Source: an optimization exercise on an open RTL-to-GDS flow (aim: small area and few clock cycles). Production flows keep margins and buffers that such runs may drop.
Only simulation tests tie the RTL to the original design; equivalence was not proved.
Power and IR drop assume default switching activity.

## job 4228
// mec_core
module mec_core (
    input  wire        CLK,
    input  wire        RST,
    input  wire        CMD_VALID,
    output wire        CMD_READY,
    input  wire [15:0] CMD,
    input  wire [63:0] A_VAL,
    input  wire [6:0]  A_LEN,
    input  wire [63:0] B_VAL,
    input  wire [6:0]  B_LEN,
    input  wire [31:0] S0,
    input  wire [31:0] S1,
    input  wire [63:0] BIN,
    output wire [63:0] R_VAL,
    output wire [6:0]  R_LEN,
    output wire [63:0] Q_VAL,
    output wire [6:0]  Q_LEN,
    output wire [31:0] R_SCL,
    output wire [63:0] BOUT,
    output wire [31:0] STATUS
);
Settings: LEC_CHECK=0, ABC_AREA=1, CAP_MARGIN=10, CORE_AREA=2 2 318 318, DIE_AREA=0 0 320 320, GPL_TIMING_DRIVEN=0, SLEW_MARGIN=10; clock period 12.0 ns.
standard.sh (not shown) runs the stock make flow with config.mk's settings and CLKGATE_MAP_FILE= SYNTH_SCRIPT=/design/flow/synth_recipe.tcl, a recipe that flattens the netlist after the stock synthesis.
==> flow/flow/run.sh <==
#!/bin/bash
# Layout flow: the standard ORFS flow, with two changes.
#  - The port buffers are the smallest buffer cell.
#  - Synthesis maps the logic with an area-oriented ABC script, and without
#    the full-adder extraction and fast-adder mapping passes. It is the
#    standard synthesis script otherwise, so the flip-flops come out the same;
#    this is checked against the standard synthesis, and the standard netlist
#    is used if they differ.
# Each tool's output goes to a log file in this folder.
set -euo pipefail
W=$(pwd)
F="$W/flow"
R="$W/orfs/results/sky130hd/mec_core/base"
export BUFFER_PORTS_ARGS="-buffer_cell sky130_fd_sc_hd__buf_1"

# reference: the standard synthesis
bash standard.sh synth > std_synth.log 2>&1
cp "$R/1_2_yosys.v" std_1_2_yosys.v

# own synthesis: the standard script with the abc step's script replaced
{
  head -n 1 synth_recipe.tcl
  echo 'proc abc {args} {'
  echo '  set i [lsearch -exact $args -script]'
  echo "  if { \$i >= 0 } { lset args [expr { \$i + 1 }] $F/area.abc }"
  echo '  yosys abc {*}$args'
  echo '}'
  tail -n +2 synth_recipe.tcl
} > own_synth.tcl
sed "s#SYNTH_SCRIPT=[^ ]*synth_recipe.tcl#SYNTH_SCRIPT=$W/own_synth.tcl ADDER_MAP_FILE= SYNTH_OPERATIONS_ARGS=-noshare#" standard.sh > own_standard.sh
rm -f "$R/1_2_yosys.v" "$R/1_2_yosys.sdc" "$R/1_synth.odb" "$R/1_synth.sdc"
bash own_standard.sh synth > own_synth.log 2>&1

flops() { grep -oE '^\s*sky130_fd_sc_hd__(dfxtp|edfxtp|dfrtp|dfstp|dfbbp|sdf[a-z]*|edf[a-z]*|df[a-z]*)_[0-9]+ +[^ ]+' "$1" | sed -E 's/_[0-9]+ +/ /' | sort; }
if ! cmp -s <(flops std_1_2_yosys.v) <(flops "$R/1_2_yosys.v") || [ "$(flops std_1_2_yosys.v | wc -l)" = 0 ]; then
  echo "flip-flops differ from the standard synthesis; using the standard netlist" > own_synth_fallback.log
  rm -f "$R/1_2_yosys.v" "$R/1_2_yosys.sdc" "$R/1_synth.odb" "$R/1_synth.sdc"
  bash standard.sh synth > std_synth2.log 2>&1
fi

bash own_standard.sh > own_flow.log 2>&1
==> flow/flow/area.abc <==
strash
&get -n
&st
&syn3
&synch2
&put
dch -f
amap
&get -n
&st
&syn3
&synch2
&put
dch -f
amap
topo
Job 4228 completed every stage of the flow, and the final layout passed the timing, design-rule and antenna checks.
Testbench counts of job 4228, summed over its fixed seeds: cycles 25,591.
Inputs modified between job 4228 and job 2138:
Settings: a deleted CORE_AREA that had been 2 2 318 318; a deleted GPL_TIMING_DRIVEN that had been 0; an added PLACE_DENSITY of 0.5; an added CORE_MARGIN of 2; a deleted DIE_AREA that had been 0 0 320 320; an added CORE_UTILIZATION of 30.
Results
Changes observed in job 2138 relative to job 4228: final-layout clock buffer total went down; clock power share ~0 delta; power share of the combinational group saw an increase; clock insertion delay at the later pin of the skew report barely changed.
For the delay of the slowest critical-path stage, job 2138 came in 240 ps lower than job 4228 did.
Looking at critical path class, the in2reg result is from job 2138; the reg2reg one comes from job 4228.
Job 2138 reached the end of the flow, and the finished layout is clean on the timing, design-rule and antenna checks.
Compared with job 4228, in job 2138 core utilization went up 10 points, smallest setup slack after layout went up 900 ps.
For routed wire length, dividing the value from job 2138 by the value from job 4228 gives 0.924.
Setup changes, job 2138 to job 1785
Settings: an added DIE_AREA of 0 0 320 320; a deleted CORE_UTILIZATION that had been 30; a change of PLACE_DENSITY from 0.5 to 0.75; a deleted CORE_MARGIN that had been 2; an added CORE_AREA of 2 2 318 318.
Results
Multi-input combinational cell area delta (job 1785 -> job 2138): insignificant
Job 1785 vs job 2138 — power climbed by a few percent
Job 1785 leaves more setup margin than job 2138.
The core of job 1785 is less densely filled than that of job 2138.
Against job 2138, design area in job 1785 came out worse.
Across both runs, area added between synthesis and finish was higher for job 1785 than for job 2138.

## static timing again, ports no longer ideal
The flow's constraints put no driver on any port. The routed layouts listed below were extracted and timed again, unchanged, in two steps.
Step 1 sets driving cells, clkbuf_16 on the clock port and buf_2 on the other inputs (assumed; they add their load-dependent delay and slew).
Step 2 times the ports against the registers' clock, not the clock port: input delays grow and output delays shrink by t, the midpoint of the rising clock arrivals with the driver on.
a / b / c = ideal / step 1 / step 2; a / b = the first two.
run | t (ns) | setup WS [ns] | cell pins on the clock port's net
job 4228 | 0.566 | 0.499 / 0.499 / 0.499 | 1
job 2138 | 0.566 | 1.400 / 1.437 / 0.872 | 1
job 1785 | 0.569 | 1.484 / 1.522 / 0.953 | 1
After both steps every run listed still meets setup and hold. For job 1785, which loses most, drivers alone change the setup slack by +0.038 ns; drivers and shift together by -0.531 ns.
